This is an optimization exercise on Yosys and OpenROAD, whose aim is small area, not a production implementation.
In this exercise RTL edits were held to simulation tests only and were not proved equivalent to the original.

==> try-harbor <==
==> flow/design.v (excerpt) <==
module sht20_codec (
    input  wire        clk,
    input  wire        rst,
    input  wire        in_valid,
    input  wire [2:0]  op,
    input  wire [7:0]  a,
    input  wire [7:0]  b,
    output wire        out_valid,
    output wire        err,
    output wire [15:0] raw_masked,
    output wire [31:0] val0,
    output wire [31:0] val1,
    output wire [7:0]  ureg_out,
    output wire        otp_dis,
    output wire        htr_en,
    output wire        eob,
    output wire        res_valid,
    output wire [1:0]  res
);
Settings: LEC_CHECK=0, ABC_AREA=1, CAP_MARGIN=20, CORE_MARGIN=2, CORE_UTILIZATION=40, CTS_CLUSTER_DIAMETER=40, CTS_CLUSTER_SIZE=10, SLEW_MARGIN=20; clock period 60.0 ns.
standard.sh (not shown) runs the stock make flow with config.mk's settings and CLKGATE_MAP_FILE= SYNTH_SCRIPT=/design/flow/synth_recipe.tcl, a recipe that flattens the netlist after the stock synthesis.
==> flow/flow/run.sh <==
#!/bin/bash
# The standard layout (standard.sh), with two changes:
#  - yosys maps its carry-lookahead cells ($lcu) to ripple carries
#    (flow/lcu_ripple.v) instead of ORFS's default Kogge-Stone map, so the
#    adders are small; the registers and everything else are as standard;
#  - the input and output port buffers are the smallest buffer cell.
# All tool output goes to standard.log in this folder.
set -o pipefail
export SYNTH_OPERATIONS_ARGS="-extra-map $PWD/flow/lcu_ripple.v"
export BUFFER_PORTS_ARGS="-buffer_cell sky130_fd_sc_hd__buf_1"
bash standard.sh > standard.log 2>&1
==> flow/flow/lcu_ripple.v <==
// Ripple-carry lookahead unit: a drop-in for yosys's $lcu that keeps adders small.
(* techmap_celltype = "$lcu" *)
module _80_lcu_ripple (P, G, CI, CO);
	parameter WIDTH = 2;

	(* force_downto *)
	input [WIDTH-1:0] P, G;
	input CI;

	(* force_downto *)
	output [WIDTH-1:0] CO;

	wire [1023:0] _TECHMAP_DO_ = "proc; opt -fast";

	integer i;
	(* force_downto *)
	reg [WIDTH-1:0] co;

	always @* begin
		co[0] = G[0] | (P[0] & CI);
		for (i = 1; i < WIDTH; i = i + 1)
			co[i] = G[i] | (P[i] & co[i-1]);
	end

	assign CO = co;
endmodule
==> try-violet: changes against try-harbor <==
--- a/flow/design.v
+++ b/flow/design.v
@@ -18,17 +18,18 @@
     wire [29:0] q_b2 = {n[11], n[10], q_c1[21], q_c1[20], q_c1[19], q_c1[18], q_c1[17], q_c1[16], q_c1[15], q_c1[14], q_c1[13], q_c1[12], q_c1[11], q_c1[10], q_c1[9], q_c1[8], q_c1[7], q_c1[6], q_c1[5], q_c1[4], q_c1[3], q_c1[2], q_c1[1], q_c1[0], q_s0[0], n[6], n[5], n[4], n[3], n[2]};
     wire [29:0] q_d2 = {1'b1, q_c1[22], q_s1[22], q_s1[21], q_s1[20], q_s1[19], q_s1[18], q_s1[17], q_s1[16], q_s1[15], q_s1[14], q_s1[13], q_s1[12], q_s1[11], q_s1[10], q_s1[9], q_s1[8], q_s1[7], q_s1[6], q_s1[5], q_s1[4], q_s1[3], q_s1[2], q_s1[1], q_s1[0], n[4], n[3], n[2], n[1], 1'b0};
     wire [29:0] q_s2 = q_a2 ^ q_b2 ^ q_d2;
     wire [29:0] q_c2 = (q_a2 & q_b2) | (q_a2 & q_d2) | (q_b2 & q_d2);
     wire [37:0] q = {n[13], n[12], q_c2[28], q_c2[27], q_c2[26], q_c2[25], q_c2[24], q_c2[23], q_c2[22], q_c2[21], q_c2[20], q_c2[19], q_c2[18], q_c2[17], q_c2[16], q_c2[15], q_c2[14], q_c2[13], q_c2[12], q_c2[11], q_c2[10], q_c2[9], q_c2[8], q_c2[7], q_c2[6], q_c2[5], q_c2[4], q_c2[3], q_c2[2], q_c2[1], q_c2[0], n[0], n[4], n[3], n[2], n[1], n[0], 1'b0} + {1'b1, q_c2[29], q_s2[29], q_s2[28], q_s2[27], q_s2[26], q_s2[25], q_s2[24], q_s2[23], q_s2[22], q_s2[21], q_s2[20], q_s2[19], q_s2[18], q_s2[17], q_s2[16], q_s2[15], q_s2[14], q_s2[13], q_s2[12], q_s2[11], q_s2[10], q_s2[9], q_s2[8], q_s2[7], q_s2[6], q_s2[5], q_s2[4], q_s2[3], q_s2[2], q_s2[1], q_s2[0], n[1], n[0], 1'b0, 1'b0, 1'b0, 1'b0};
-    wire [14:0] mask;
-    assign mask[14] = 1'b0;
-    genvar j;
-    for (j = 13; j >= 0; j = j - 1) begin : g_mask
-        assign mask[j] = mask[j + 1] | q[j + 24];
+    reg [3:0] d;
+    always @(*) begin
+        d = 4'd0;
+        for (i = 24; i < 38; i = i + 1)
+            if (q[i]) d = i - 23;
     end
-    wire [14:0] dec = {mask[13:0], 1'b1} & ~mask;    
+    wire [14:0] dec = 15'd1 << d;                  
+    wire [14:0] mask = dec - 15'd1;                
     wire        gbit = |(q[13:0] & dec[14:1]);     
     wire        sbit = |(q[13:0] & mask[14:1]);    
     wire        lbit = |(q[14:0] & dec);           
     wire        rnd  = gbit & (sbit | lbit);
     wire [14:0] rhot = dec & {15{rnd}};
@@ -45,35 +46,29 @@
     wire [15:0] hv_c0 = (hv_a0 & hv_b0) | (hv_a0 & hv_d0) | (hv_b0 & hv_d0);
     wire [21:0] hv = {1'b1, n[13], n[12], n[11], n[10], hv_c0[14], hv_c0[13], hv_c0[12], hv_c0[11], hv_c0[10], hv_c0[9], hv_c0[8], hv_c0[7], hv_c0[6], hv_c0[5], hv_c0[4], hv_c0[3], hv_c0[2], hv_c0[1], hv_c0[0], 1'b1, ~n[0]} + {1'b0, 1'b1, 1'b1, 1'b1, hv_c0[15], hv_s0[15], hv_s0[14], hv_s0[13], hv_s0[12], hv_s0[11], hv_s0[10], hv_s0[9], hv_s0[8], hv_s0[7], hv_s0[6], hv_s0[5], hv_s0[4], hv_s0[3], hv_s0[2], hv_s0[1], hv_s0[0], 1'b1};
     wire [38:0] sv = rh ? {hv[21], hv, 16'd0} : s;
     wire        sg = sv[38];
     wire [37:0] t  = sv[37:0] ^ {38{sg}};
-    wire        nz_s16 = ~|t[37:22];
-    wire [37:0] nz_x16 = nz_s16 ? {t[21:0], {16{sg}}} : t;
-    wire        nz_s8 = ~|nz_x16[37:30];
-    wire [37:0] nz_x8 = nz_s8 ? {nz_x16[29:0], {8{sg}}} : nz_x16;
-    wire        nz_s4 = ~|nz_x8[37:34];
-    wire [37:0] nz_x4 = nz_s4 ? {nz_x8[33:0], {4{sg}}} : nz_x8;
-    wire        nz_s2 = ~|nz_x4[37:36];
-    wire [37:0] nz_x2 = nz_s2 ? {nz_x4[35:0], {2{sg}}} : nz_x4;
-    wire        nz_s1 = ~|nz_x2[37:37];
-    wire [37:0] nz_x1 = nz_s1 ? {nz_x2[36:0], {1{sg}}} : nz_x2;
-    wire [4:0]  lsh = {nz_s16, nz_s8, nz_s4, nz_s2, nz_s1};
-    wire [37:0] nn  = nz_x1;
+    reg  [5:0]  b;
+    always @(*) begin
+        b = 6'd0;
+        for (i = 20; i < 38; i = i + 1)
+            if (t[i]) b = i + 1;
+    end
+    wire [4:0]  lsh = 6'd38 - b;
+    wire [37:0] nn  = (t << lsh) | ({38{sg}} & ~(38'h3FFFFFFFFF << lsh));
     wire [12:0] lm;
-    assign lm = 13'h1FFF >> lsh;
+    genvar k;
+    for (k = 0; k < 13; k = k + 1) begin : g_lm
+        assign lm[k] = (b > k + 25);
+    end
     wire        any1 = |(t[12:0] & lm);
     wire        all1 = &(t[12:0] | ~lm);
     wire        gd  = nn[13];
     wire        up0 = sg ? (gd | (all1 & nn[14])) : (gd & (any1 | nn[14]));
     wire [23:0] mr0 = {1'b0, nn[36], nn[35], nn[34], nn[33], nn[32], nn[31], nn[30], nn[29], nn[28], nn[27], nn[26], nn[25], nn[24], nn[23], nn[22], nn[21], nn[20], nn[19], nn[18], nn[17], nn[16], nn[15], nn[14]} + {1'b0, 1'b0, 1'b0, 1'b0, 1'b0, 1'b0, 1'b0, 1'b0, 1'b0, 1'b0, 1'b0, 1'b0, 1'b0, 1'b0, 1'b0, 1'b0, 1'b0, 1'b0, 1'b0, 1'b0, 1'b0, 1'b0, 1'b0, up0};
-    wire [2:0] ce_a0 = {~lsh[2], ~lsh[1], ~lsh[0]};
-    wire [2:0] ce_b0 = {1'b1, 1'b1, mr0[23]};
-    wire [2:0] ce_d0 = {1'b0, 1'b0, 1'b0};
-    wire [2:0] ce_s0 = ce_a0 ^ ce_b0 ^ ce_d0;
-    wire [2:0] ce_c0 = (ce_a0 & ce_b0) | (ce_a0 & ce_d0) | (ce_b0 & ce_d0);
-    wire [7:0] ce = {1'b0, 1'b1, 1'b1, ~lsh[4], ~lsh[3], ce_c0[1], ce_c0[0], 1'b1} + {1'b0, 1'b0, 1'b0, 1'b0, ce_c0[2], ce_s0[2], ce_s0[1], ce_s0[0]};
+    wire [7:0] ce = {1'b0, 1'b1, b[5], b[4], b[3], b[2], b[1], b[0]} + {1'b0, 1'b0, 1'b1, 1'b0, 1'b0, 1'b0, 1'b0, mr0[23]};
     assign v = {sg, ce[7], ce[4:0], mr0[22:0]};
 endmodule
 module sht20_fconv (
     input  wire [29:0] c,
     output wire [31:0] f
@@ -105,39 +100,33 @@
     wire [38:0] op2 = {sg, sg ? thm : hot, 21'd0};
     wire [38:0] x = {op2[38], op2[37], op2[36], op2[35], op2[34], op2[33], op2[32], op2[31], op2[30], op2[29], op2[28], op2[27], op2[26], wr[25], wr[24], wr[23], wr[22], wr[21], wr[20], wr[19], wr[18], wr[17], wr[16], wr[15], wr[14], wr[13], wr[12], wr[11], wr[10], wr[9], wr[8], wr[7], wr[6], wr[5], wr[4], wr[3], wr[2], wr[1], wr[0]} + {1'b0, 1'b0, 1'b0, 1'b0, 1'b0, 1'b0, 1'b0, 1'b0, 1'b0, 1'b0, 1'b0, 1'b0, 1'b0, op2[25], op2[24], op2[23], op2[22], op2[21], op2[20], op2[19], op2[18], op2[17], op2[16], op2[15], op2[14], op2[13], op2[12], op2[11], op2[10], op2[9], op2[8], op2[7], op2[6], op2[5], op2[4], op2[3], op2[2], op2[1], op2[0]};
     wire        xs  = x[38];
     wire        fsg = sg & ~xs;
     wire [37:0] t2  = x[37:0] ^ {38{xs}};
-    wire        nf_s16 = ~|t2[37:22];
-    wire [37:0] nf_x16 = nf_s16 ? {t2[21:0], {16{xs}}} : t2;
-    wire        nf_s8 = ~|nf_x16[37:30];
-    wire [37:0] nf_x8 = nf_s8 ? {nf_x16[29:0], {8{xs}}} : nf_x16;
-    wire        nf_s4 = ~|nf_x8[37:34];
-    wire [37:0] nf_x4 = nf_s4 ? {nf_x8[33:0], {4{xs}}} : nf_x8;
-    wire        nf_s2 = ~|nf_x4[37:36];
-    wire [37:0] nf_x2 = nf_s2 ? {nf_x4[35:0], {2{xs}}} : nf_x4;
-    wire        nf_s1 = ~|nf_x2[37:37];
-    wire [37:0] nf_x1 = nf_s1 ? {nf_x2[36:0], {1{xs}}} : nf_x2;
-    wire [4:0]  lsh2 = {nf_s16, nf_s8, nf_s4, nf_s2, nf_s1};
-    wire [37:0] n2  = nf_x1;
+    reg  [5:0]  b2;
+    always @(*) begin
+        b2 = 6'd0;
+        for (i = 9; i < 38; i = i + 1)
+            if (t2[i]) b2 = i + 1;
+    end
+    wire [5:0]  lsh2 = 6'd38 - b2;
+    wire [37:0] n2  = (t2 << lsh2) | ({38{xs}} & ~(38'h3FFFFFFFFF << lsh2));
     wire [12:0] lm2;
-    assign lm2 = 13'h1FFF >> lsh2;
+    genvar k;
+    for (k = 0; k < 13; k = k + 1) begin : g_lm2
+        assign lm2[k] = (b2 > k + 25);
+    end
     wire        any2 = |(t2[12:0] & lm2);
     wire        all2 = &(t2[12:0] | ~lm2);
     wire        up2 = xs ? (n2[13] | (all2 & n2[14])) : (n2[13] & (any2 | n2[14]));
     wire [23:0] mr2 = {1'b0, n2[36], n2[35], n2[34], n2[33], n2[32], n2[31], n2[30], n2[29], n2[28], n2[27], n2[26], n2[25], n2[24], n2[23], n2[22], n2[21], n2[20], n2[19], n2[18], n2[17], n2[16], n2[15], n2[14]} + {1'b0, 1'b0, 1'b0, 1'b0, 1'b0, 1'b0, 1'b0, 1'b0, 1'b0, 1'b0, 1'b0, 1'b0, 1'b0, 1'b0, 1'b0, 1'b0, 1'b0, 1'b0, 1'b0, 1'b0, 1'b0, 1'b0, 1'b0, up2};
-    wire [3:0] fe_a0 = {~lsh2[3], ~lsh2[2], ~lsh2[1], ~lsh2[0]};
-    wire [3:0] fe_b0 = {ce[3], ce[2], ce[1], ce[0]};
-    wire [3:0] fe_d0 = {1'b0, 1'b0, 1'b0, 1'b0};
-    wire [3:0] fe_s0 = fe_a0 ^ fe_b0 ^ fe_d0;
-    wire [3:0] fe_c0 = (fe_a0 & fe_b0) | (fe_a0 & fe_d0) | (fe_b0 & fe_d0);
-    wire [7:0] fe_a1 = {ce[7], ce[6], ce[5], ~lsh2[4], 1'b1, 1'b1, 1'b1, mr2[23]};
-    wire [7:0] fe_b1 = {1'b1, 1'b1, 1'b1, ce[4], fe_c0[2], fe_c0[1], fe_c0[0], 1'b1};
-    wire [7:0] fe_d1 = {1'b0, 1'b0, 1'b0, fe_c0[3], fe_s0[3], fe_s0[2], fe_s0[1], 1'b0};
-    wire [7:0] fe_s1 = fe_a1 ^ fe_b1 ^ fe_d1;
-    wire [7:0] fe_c1 = (fe_a1 & fe_b1) | (fe_a1 & fe_d1) | (fe_b1 & fe_d1);
-    wire [7:0] fe = {fe_c1[6], fe_c1[5], fe_c1[4], fe_c1[3], fe_c1[2], fe_c1[1], fe_c1[0], fe_s0[0]} + {fe_s1[7], fe_s1[6], fe_s1[5], fe_s1[4], fe_s1[3], fe_s1[2], fe_s1[1], fe_s1[0]};
+    wire [7:0] fe_a0 = {ce[7], ce[6], b2[5], b2[4], b2[3], b2[2], b2[1], b2[0]};
+    wire [7:0] fe_b0 = {1'b1, 1'b1, ce[5], ce[4], ce[3], ce[2], ce[1], ce[0]};
+    wire [7:0] fe_d0 = {1'b0, 1'b0, 1'b1, 1'b0, 1'b1, 1'b0, 1'b0, 1'b0};
+    wire [7:0] fe_s0 = fe_a0 ^ fe_b0 ^ fe_d0;
+    wire [7:0] fe_c0 = (fe_a0 & fe_b0) | (fe_a0 & fe_d0) | (fe_b0 & fe_d0);
+    wire [7:0] fe = {fe_c0[6], fe_c0[5], fe_c0[4], fe_c0[3], fe_c0[2], fe_c0[1], fe_c0[0], mr2[23]} + {fe_s0[7], fe_s0[6], fe_s0[5], fe_s0[4], fe_s0[3], fe_s0[2], fe_s0[1], fe_s0[0]};
     assign f = {fsg, fe, mr2[22:0]};
 endmodule
 module sht20_codec (
     input  wire        clk,
     input  wire        rst,
==> flow/run.sh (new file) <==
#!/bin/bash
# synth_recipe.tcl (not shown) runs the flow's synth.tcl, then flattens the netlist and writes it again
# the make line also repeats each setting of config.mk as NAME=value (left out here)
make -C /OpenROAD-flow-scripts/flow DESIGN_CONFIG=/design/flow/config.mk WORK_HOME=/design/flow/orfs CLKGATE_MAP_FILE= SYNTH_SCRIPT=/design/flow/synth_recipe.tcl finish
removed: flow/flow/run.sh
removed: flow/flow/lcu_ripple.v
removed: flow/standard.sh
==> try-amber: changes against try-harbor <==
==> flow/flow/run.sh (replaced) <==
#!/bin/bash
# The standard layout (standard.sh), with these changes:
#  - yosys maps its carry-lookahead cells ($lcu) to ripple carries
#    (flow/lcu_ripple.v) instead of ORFS's Kogge-Stone map, so adders are small;
#  - the cells listed in flow/dont_use.txt are added to the platform's
#    don't-use list (half-adder cells and large drive strengths), for the
#    whole flow; the registers and everything else are as standard;
#  - the input and output port buffers are the smallest buffer cell.
# All tool output goes to standard.log in this folder.
set -o pipefail
export SYNTH_OPERATIONS_ARGS="-extra-map $PWD/flow/lcu_ripple.v"
export BUFFER_PORTS_ARGS="-buffer_cell sky130_fd_sc_hd__buf_1"
{
  echo "include $PWD/config.mk"
  echo "export DONT_USE_CELLS += $(cat flow/dont_use.txt)"
} > flow_config.mk
sed "s#DESIGN_CONFIG=[^ ]*#DESIGN_CONFIG=$PWD/flow_config.mk#g" standard.sh > flow_standard.sh
bash flow_standard.sh > standard.log 2>&1
==> flow/flow/dont_use.txt (new file) <==
sky130_fd_sc_hd__ha_1 sky130_fd_sc_hd__ha_2 sky130_fd_sc_hd__ha_4
- CTS_BUF_LIST: default -> sky130_fd_sc_hd__clkbuf_8
- CTS_CLUSTER_DIAMETER: 40 -> 60
- CTS_CLUSTER_SIZE: 10 -> 16
==> qor summary <==
metric	try-harbor	try-violet	try-amber
Hpwl dp	43,600 um	70,200 um	41,400 um
Worst slew slack as a fraction of its limit	0.370	0.269	0.417
R2R cell count	177	82	139
Result of the run	no timing/DRC/antenna violations	no timing/DRC/antenna violations	no timing/DRC/antenna violations
Insertion delay of the later-clocked pin in the worst-skew pair	0.34 ns	0.37 ns	0.37 ns
Initial core utilization	0.406	0.407	0.407
Worst R2R End	r2_v[27]	r2_v[28]	r2_v[26]
Buf+Inv Stages, Crit Path	15	20	14
Metal-1 WL	20,900 um	39,400 um	22,700 um
Mean instance size in the synthesized netlist	7.08 sq um	5.76 sq um	6.57 sq um
Clk cell area share	0.0174	0.0117	0.0130
Core outline area	42,000 sq um	59,200 sq um	40,000 sq um
Fin area	18,100 sq um	26,100 sq um	17,200 sq um
Final-layout fill cell count	4,494	6,612	4,310
Clock-pin slew on the worst setup and hold paths	0.06 ns	0.07 ns	0.08 ns
Signal arrival time at the worst endpoint	43.31 ns	23.20 ns	35.02 ns
Routed wire length on met3	2000 um	4210 um	2590 um
Die area	44,300 sq um	62,200 sq um	42,400 sq um
Setup clock skew after layout	0.0117 ns	0.0190 ns	0.0206 ns

## re-timing with driven ports
The results above use ideal ports. As a check the final layouts listed here were re-extracted and re-timed, cells and wires unchanged.
Step 1: set_driving_cell puts a clkbuf_16 on clk and a buf_2 on each other input, an assumption about the parent block.
Step 2 moves the port delays by t, midway between the first and last clock arrival at a register: inputs arrive t later, outputs are due t later. That takes back most of the time a late clock gives input paths.
a / b / c = ideal / step 1 / step 2; a / b = the first two.
run	t, ns	slack for setup (ns)	hold WS [ns]	worst setup path at the end	cell pins on the clock port's net
try-harbor	0.372	4.695 / 4.657 / 5.030	0.331 / 0.331 / 0.331	register to output	1
try-violet	0.421	24.797 / 24.739 / 25.160	0.316 / 0.316 / 0.316	register to output	1
try-amber	0.399	12.983 / 12.940 / 13.340	0.328 / 0.328 / 0.328	register to output	1
After both steps setup and hold are still met in every run listed.
